Background: an optimization exercise with open tools, aiming at small area, a short achievable clock period and few clock cycles per item. Do not read the settings as production practice.
The RTL was checked by simulation tests, not by an equivalence proof against the original design.
No activity file was given, so power comes from the tool's default toggle rates.

== build 21 ==
// ppc_decode
module ppc_decode (
    input  wire         clk,
    input  wire         rst,         
    input  wire         wr_en,
    input  wire [7:0]   wr_addr,
    input  wire [31:0]  wr_data,
    output wire         busy,
    output wire [11:0]  status,
    output wire [31:0]  bits,
    output wire [127:0] fval,
    output wire [9:0]   cmdf
);
    localparam [3:0] R_NONE = 4'd0, R_OK = 4'd1, R_LEN = 4'd2,
                     R_BADDESC = 4'd7, R_BADCMD = 4'd8;
    integer i;
    reg        lock;
    reg [6:0]  rxlen;
    reg [6:0]  d_rawlen;
    reg [5:0]  d_bitlen;
    reg        d_order;
    reg        d_half;
    reg [7:0]  d_sentinel;
    reg        d_st_en;
    reg        d_st_w2;
    reg [5:0]  d_st_pos;
    reg [15:0] d_sab  [0:3];     
    reg        f_en   [0:3];
    reg        f_kind [0:3];
    reg [5:0]  f_start[0:3];
    reg [5:0]  f_end  [0:3];
    reg        e_valid[0:7];
    reg [1:0]  e_field[0:7];
    reg [31:0] e_value[0:7];
  ...
export LEC_CHECK = 0
export CAP_MARGIN = 20
export CORE_MARGIN = 2
export CORE_UTILIZATION = 40
export PLACE_DENSITY = 0.6
export SLEW_MARGIN = 20
create_clock -name core_clock -period 10.0 [get_ports {clk}]
standard.sh (not shown) runs the stock make flow with config.mk's settings and CLKGATE_MAP_FILE= SYNTH_SCRIPT=/design/flow/synth_recipe.tcl, a recipe that flattens the netlist after the stock synthesis.
==> flow/flow/run.sh <==
#!/bin/bash
# Standard ORFS layout (the standard.sh), with the timing repair steps
# asked to leave a larger setup margin so that they size the design for a
# shorter period than the 10 ns clock requires. Constraints are unchanged.
set -euo pipefail
export SETUP_SLACK_MARGIN=${SETUP_MARGIN_NS:-7}
bash standard.sh > orfs_make.log 2>&1
Testbench counts of build 21, summed over its fixed seeds: cycles 21,652, decodes 384.
Relative to build 21, the following input files were edited for build 70:
- setting SETUP_SLACK_MARGIN to 5 for the first time
==> flow/run.sh (new file) <==
#!/bin/bash
# synth_recipe.tcl (not shown) runs the flow's synth.tcl, then flattens the netlist and writes it again
# the make line also repeats each setting of config.mk as NAME=value (left out here)
make -C /OpenROAD-flow-scripts/flow DESIGN_CONFIG=/design/flow/config.mk WORK_HOME=/design/flow/orfs CLKGATE_MAP_FILE= SYNTH_SCRIPT=/design/flow/synth_recipe.tcl finish
removed: flow/flow/run.sh
removed: flow/standard.sh
==> comparison <==
Build 70 completed; timing, DRC and antenna clean
First-iteration DRC count, build 70 and build 21, higher one = build 21.
Build 70 vs build 21, cell type of the slowest stage on the worst timing path: sky130_fd_sc_hd__o21bai_4 vs sky130_fd_sc_hd__dfxtp_4
Compared with build 21, build 70 shows power consumed by combinational cells lower by about 10%.
Taking build 21 as the reference, in build 70 post-synthesis share of cell area spent on and, or, nand and nor gates did not really move, final HPWL from detailed placement saw a decrease.
Between build 21 and build 70, the flow reports number of global-route vias before repair decreasing by a few percent.
Depth of the worst register-to-register path, build 70 and build 21: larger value in build 21
Build 70 reports a higher worst path required time than build 21 does.
Here is what was changed in the inputs of build 93 compared with build 70.
- SETUP_SLACK_MARGIN: 5 -> unset
==> summary.txt <==
For worst hold slack, build 93 and build 70 come out practically identical. Compared with build 70, in build 93 count of fill cells added during filler insertion has remained practically unchanged, largest vdd supply drop barely changed, aggregate routed wire length -about 0.4%. Changes observed in build 93 relative to build 70: final instance count without filler cells ~0 delta; utilization after layout ~0 delta; number of setup buffers added after CTS ~0 delta; minimum clock period +320 ps. Build 70 has a lower number of cells on the critical path than build 93. A cell at the slowest stage of the critical path of sky130_fd_sc_hd__o21bai_4 is what build 70 shows, while sky130_fd_sc_hd__nor3_1 belongs to build 93. Any difference in multi-input logic cell count between build 70 and build 93 is small enough to ignore.

## run 1
ppc_decode, a different RTL version from the one above (not shown whole).
For scale: roughly 4,400 cells after synthesis, ~1,600 flip-flops, roughly 230 I/O pins.
Settings: LEC_CHECK=0, CAP_MARGIN=20, CORE_MARGIN=2, CORE_UTILIZATION=40, CTS_CLUSTER_DIAMETER=80, CTS_CLUSTER_SIZE=20, PLACE_DENSITY=0.6, SLEW_MARGIN=20; clock period 10.0 ns.
==> flow/flow/run.sh <==
#!/bin/bash
# Standard ORFS layout (the standard.sh), with the timing repair steps
# asked to leave a larger setup margin so that they size the design for a
# shorter period than the 10 ns clock requires. Constraints are unchanged.
set -euo pipefail
export SETUP_SLACK_MARGIN=${SETUP_MARGIN_NS:-7}
bash standard.sh > orfs_make.log 2>&1
Testbench counts of run 1, summed over its fixed seeds: cycles 21,268, decodes 384.
For run 2, these inputs were changed with respect to run 1:
Settings: removing CTS_CLUSTER_SIZE (formerly 20); removing CTS_CLUSTER_DIAMETER (formerly 80).
--- outcome ---
Going from run 1 to run 2, maximum operating frequency rose by 2.1 MHz; power increased 1.9 mW. When run 2 is set beside run 1, its via count turns out to be 389 larger. Relative to run 1, post-route fraction of the period consumed by the critical path has decreased by 0.27 points in run 2.
Setup changes, run 2 to run 3
Settings: an added TNS_END_PERCENT of 10; an added CTS_CLUSTER_DIAMETER of 80; an added CTS_CLUSTER_SIZE of 20.
==> comparison <==
Both conditions hold for run 3: the flow ran to the end and the final layout passed the timing, design-rule and antenna checks. From run 2 to run 3 the numbers moved as follows: data required time at the worst endpoint decreased 0.10 ns; power decreased about 14%. Going from run 2 to run 3, worst-case setup margin in the final layout shrinks by 0.056 ns. Number of antenna violations at the first check in global routing was higher in the run labelled run 3. The top metal layer carrying routed signals comes out met5 in one run and met4 in the other, namely in run 3 and run 2 respectively. Comparing run 2 and run 3, the lower multi-input logic portion of the cell area is on run 2. Note that the wire length on met3 recorded for run 2 amounts to 1.10 times the value seen in run 3. Going from run 2 to run 3, first-pass iteration count of the detailed router grows by 2. Note that the count of plain and timing-repair buffers recorded for run 3 amounts to 0.917 times the value seen in run 2.
Edits applied to the flow inputs when going from run 3 to run 4:
Settings: a deleted CTS_CLUSTER_SIZE that had been 20; a deleted CTS_CLUSTER_DIAMETER that had been 80.
--- outcome ---
Initial antenna violation count (lower): run 4. Relative to run 3, run 4 degrades overall power after layout. Multi-input combinational cell count across run 4 and run 3: no real change. Compared with run 3, placement density in the core of run 4 is higher. Comparing run 4 against run 3, there is no change at all in post-synthesis share of cell area spent on and, or, nand and nor gates. As far as first-pass GRT wire length is concerned, run 3 and run 4 perform about the same. Sort run 4 and run 3 by wire length, ascending, and run 4 comes first. Setup slack in run 4 is larger than in run 3. Average wire per cell in the routed design: run 4 lower than run 3. Clock latency on the worst-skew pair ends up lower on run 3. The standard cells in run 4 occupy more silicon area than those in run 3 do.

Setup of lane 1:
ppc_decode, a different RTL version from the one above (not shown whole).
Size: about 1600 flip-flops, ~230 I/O pins.
clock: 10.0 ns
lec_check: 0
cap_margin: 20
core_margin: 2
core_utilization: 55
cts_cluster_diameter: 100
cts_cluster_size: 26
place_density: 0.7
slew_margin: 20
tns_end_percent: 10
Scripts as last shown in full above: flow/flow/run.sh
Testbench counts of lane 1, summed over its fixed seeds: cycles 21,268, decodes 384.
Setup changes, lane 1 to lane 2
diff --git a/flow/config.mk b/flow/config.mk
--- a/flow/config.mk
+++ b/flow/config.mk
@@ -10,4 +10,4 @@
-export CORE_UTILIZATION = 55
-export CTS_CLUSTER_DIAMETER = 100
-export CTS_CLUSTER_SIZE = 26
-export PLACE_DENSITY = 0.7
+export CORE_UTILIZATION = 40
+export CTS_CLUSTER_DIAMETER = 80
+export CTS_CLUSTER_SIZE = 20
+export PLACE_DENSITY = 0.6
[summary]
Diff lane 1 -> lane 2: first-pass GRT wire length increased 9100 um; part of the total power dissipated in sequential elements shows a reduction of 3.6 points; count of non-CTS buffers in the layout higher; number of iterations in the first detailed-routing pass now smaller.
The area used by multi-input combinational logic in lane 2 was lower than what lane 1 gave.
Going from lane 1 to lane 2, worst reg2reg path depth shrinks by 3.
Lane 2 vs. lane 1: number of cells on the critical path dropped 9; worst setup slack moved up; share of the clock period used by the worst path decreased 0.35 points.
Lane 2 finished end to end and its layout was clean on timing, DRC and antenna.
[inputs] lane 3 vs lane 2
diff --git a/flow/flow/run.sh b/flow/flow/run.sh
--- a/flow/flow/run.sh
+++ b/flow/flow/run.sh
@@ -6 +6 @@
-export SETUP_SLACK_MARGIN=${SETUP_MARGIN_NS:-7}
+export SETUP_SLACK_MARGIN=${SETUP_MARGIN_NS:-6.6}
### Flow results
Relative to lane 2, the total clock buffers created by CTS measured on lane 3 has decreased slightly.
Post-synthesis share of cell area spent on xor and xnor gates: lane 2 vs lane 3 identical
Lane 3: share of cells above drive strength 1 is 7.5 points lower than what lane 2 reported.
Compared with lane 2, maximum number of pins on one net before global-route repair in lane 3 increased by more than half.
Relative to lane 2, detailed placer's ending HPWL has decreased by 0.39% in lane 3.
Diff lane 3 and lane 2: routing usage on met3 higher in lane 2
> inputs changed (lane 3 -> lane 4)
diff --git a/flow/flow/run.sh b/flow/flow/run.sh
--- a/flow/flow/run.sh
+++ b/flow/flow/run.sh
@@ -6 +6 @@
-export SETUP_SLACK_MARGIN=${SETUP_MARGIN_NS:-6.6}
+export SETUP_SLACK_MARGIN=${SETUP_MARGIN_NS:-7}
diff --git a/flow/config.mk b/flow/config.mk
--- a/flow/config.mk
+++ b/flow/config.mk
@@ -10,0 +11 @@
+export CTS_BUF_LIST = sky130_fd_sc_hd__clkbuf_8 sky130_fd_sc_hd__clkbuf_16
@@ -12 +13 @@
-export CTS_CLUSTER_SIZE = 20
+export CTS_CLUSTER_SIZE = 24
## What came out
- Lane 4 against lane 3: multi-input logic cell count has remained practically unchanged, cell area up about 1.6%.
- Global-route track usage on met3, lane 4 and lane 3: lower on lane 3
- Non-clock buffer count ends up lower on lane 3.
- Lower maximum vdd drop among lane 4 and lane 3: lane 4
- Worst hold margin delta (lane 4 − lane 3): unfavourable
- Changes observed in lane 4 relative to lane 3: total power now sits at about the same level; clock skew went up; minimum period implied by the final worst setup slack moved down; final routed wirelength across all metal layers rose 6300 um.

Another version of the RTL of ppc_decode (not shown whole).
export LEC_CHECK = 0
export CAP_MARGIN = 20
export CORE_MARGIN = 2
export CORE_UTILIZATION = 40
export CTS_CLUSTER_DIAMETER = 100
export CTS_CLUSTER_SIZE = 26
export PLACE_DENSITY = 0.6
export SLEW_MARGIN = 20
export TNS_END_PERCENT = 0
create_clock -name core_clock -period 10.0 [get_ports {clk}]
==> flow/flow/run.sh <==
#!/bin/bash
# Standard ORFS layout (the standard.sh), with the timing repair steps
# asked to leave a larger setup margin so that they size the design for a
# shorter period than the 10 ns clock requires. Constraints are unchanged.
set -euo pipefail
export SETUP_SLACK_MARGIN=${SETUP_MARGIN_NS:-7}
bash standard.sh > orfs_make.log 2>&1
Testbench counts at the start, summed over its fixed seeds: cycles 21,268, decodes 384.
==> next run, changes <==
Settings changed: CTS_CLUSTER_DIAMETER 100 to 80, CTS_CLUSTER_SIZE 26 to 24, TNS_END_PERCENT 0 to 10.
Outcome:
- power goes up by a few percent
- sequential share of layout area goes down by 1.7 points
- synthesized area does not change
- global-route usage is about the same
- cell count goes up slightly
- clock-buffer cell count goes up by 20
==> next run, changes <==
Settings changed: CTS_CLUSTER_DIAMETER 80 to 100, CTS_CLUSTER_SIZE 24 to 26.
Effect: The changed run completed without violations; hold slack is better by 0.0047 ns; clock skew stays flat; flip-flop and latch count is unchanged; final cell count drops by 0.38%.

Setup of north:
RTL: one of the versions met above, not the one the previous note started from.
For scale: about 4,400 cells after synthesis, ~1,600 flip-flops, about 230 I/O pins, roughly 66,000 µm² of cells after synthesis.
==> flow/config.mk <==
export PLATFORM = sky130hd
export DESIGN_NAME = ppc_decode
export DESIGN_NICKNAME = ppc_decode
export VERILOG_FILES = /design/flow/design.v
export SDC_FILE = /design/flow/constraint.sdc
export NUM_CORES = 4
export LEC_CHECK = 0
export CAP_MARGIN = 20
export CORE_MARGIN = 2
export CORE_UTILIZATION = 40
export CTS_CLUSTER_DIAMETER = 100
export CTS_CLUSTER_SIZE = 26
export PLACE_DENSITY = 0.6
export SLEW_MARGIN = 20
export TNS_END_PERCENT = 10
==> flow/constraint.sdc <==
create_clock -name core_clock -period 10.0 [get_ports {clk}]
set_input_delay 2.0000 -clock core_clock [delete_from_list [all_inputs] [get_ports {clk}]]
set_output_delay 2.0000 -clock core_clock [all_outputs]
set_load 0.01 [all_outputs]
Scripts as last shown in full above: flow/flow/run.sh
Testbench counts of north, summed over its fixed seeds: cycles 21,268, decodes 384.
--- input diff north..south ---
Settings: CTS_CLUSTER_SIZE now 24, was 26; CTS_CLUSTER_DIAMETER now 80, was 100.
Findings:
Status: number of global-route vias before repair parity (north, south). south against north: routed wirelength normalized by instance count ~0 delta; power dissipated in combinational cells held steady. south and north ended up with roughly the same multi-input combinational area share. Row global routing usage summed across all routing layers: south higher / north lower. south vs north: smallest setup slack after layout up in south.

static timing again, ports no longer ideal:
In the flow no input, the clock included, has a driving cell. The finished layouts below were timed again as built, in two steps. Step 1 (the two cells are an assumption about what drives the block):
set clk [get_ports {clk}]
set_driving_cell -lib_cell sky130_fd_sc_hd__clkbuf_16 $clk
set_driving_cell -lib_cell sky130_fd_sc_hd__buf_2 [delete_from_list [all_inputs] $clk]
Step 2 adds t to the input delays and takes it off the output delays; t is the mean of the earliest and latest rising clock arrival at the registers after step 1. Input paths then give back, and output paths get back, about the clock's delay inside the block. Slacks: ideal ports / drivers / drivers and shift; pairs: ideal ports / drivers.
| run | shift t [ns] | setup WS [ns] | hold slack, ns | latest minus earliest clock arrival (ns) |
|---|---|---|---|---|
| build 21 | 0.869 | 6.130 / 6.048 / 5.925 | 0.327 / 0.327 / 0.327 | 0.047 / 0.047 |
| build 70 | 0.882 | 5.033 / 5.085 / 4.203 | 0.334 / 0.334 / 0.334 | 0.039 / 0.038 |
| build 93 | 0.882 | 4.710 / 4.761 / 3.879 | 0.332 / 0.332 / 0.332 | 0.040 / 0.040 |
| run 1 | 0.835 | 6.417 / 6.449 / 5.614 | 0.346 / 0.346 / 0.346 | 0.077 / 0.078 |
| run 2 | 0.883 | 6.444 / 6.390 / 5.578 | 0.341 / 0.341 / 0.341 | 0.071 / 0.071 |
| run 3 | 0.804 | 6.387 / 6.385 / 5.581 | 0.350 / 0.350 / 0.350 | 0.098 / 0.098 |
| run 4 | 0.875 | 6.420 / 6.405 / 5.531 | 0.343 / 0.343 / 0.343 | 0.059 / 0.059 |
| lane 1 | 0.757 | 6.573 / 6.510 / 5.753 | 0.444 / 0.444 / 0.444 | 0.060 / 0.060 |
| lane 2 | 0.839 | 6.608 / 6.516 / 5.807 | 0.343 / 0.343 / 0.343 | 0.077 / 0.078 |
| lane 3 | 0.824 | 6.453 / 6.377 / 5.757 | 0.348 / 0.348 / 0.348 | 0.064 / 0.065 |
| lane 4 | 0.828 | 6.618 / 6.528 / 5.876 | 0.343 / 0.343 / 0.343 | 0.064 / 0.064 |
| the first run of note 4 | 0.792 | 6.557 / 6.522 / 5.795 | 0.351 / 0.351 / 0.351 | 0.076 / 0.076 |
| the second run of note 4 | 0.800 | 6.626 / 6.543 / 5.829 | 0.349 / 0.349 / 0.349 | 0.068 / 0.068 |
| the third run of note 4 | 0.778 | 6.650 / 6.567 / 5.869 | 0.354 / 0.354 / 0.354 | 0.065 / 0.065 |
| north | 0.821 | 6.588 / 6.496 / 5.880 | 0.352 / 0.352 / 0.352 | 0.045 / 0.045 |
| south | 0.829 | 6.618 / 6.528 / 5.875 | 0.351 / 0.351 / 0.351 | 0.068 / 0.067 |
After both steps every run listed still meets setup and hold. The setup slack of run 4, which loses most, moves by -0.015 ns with the drivers and by -0.889 ns with both steps.
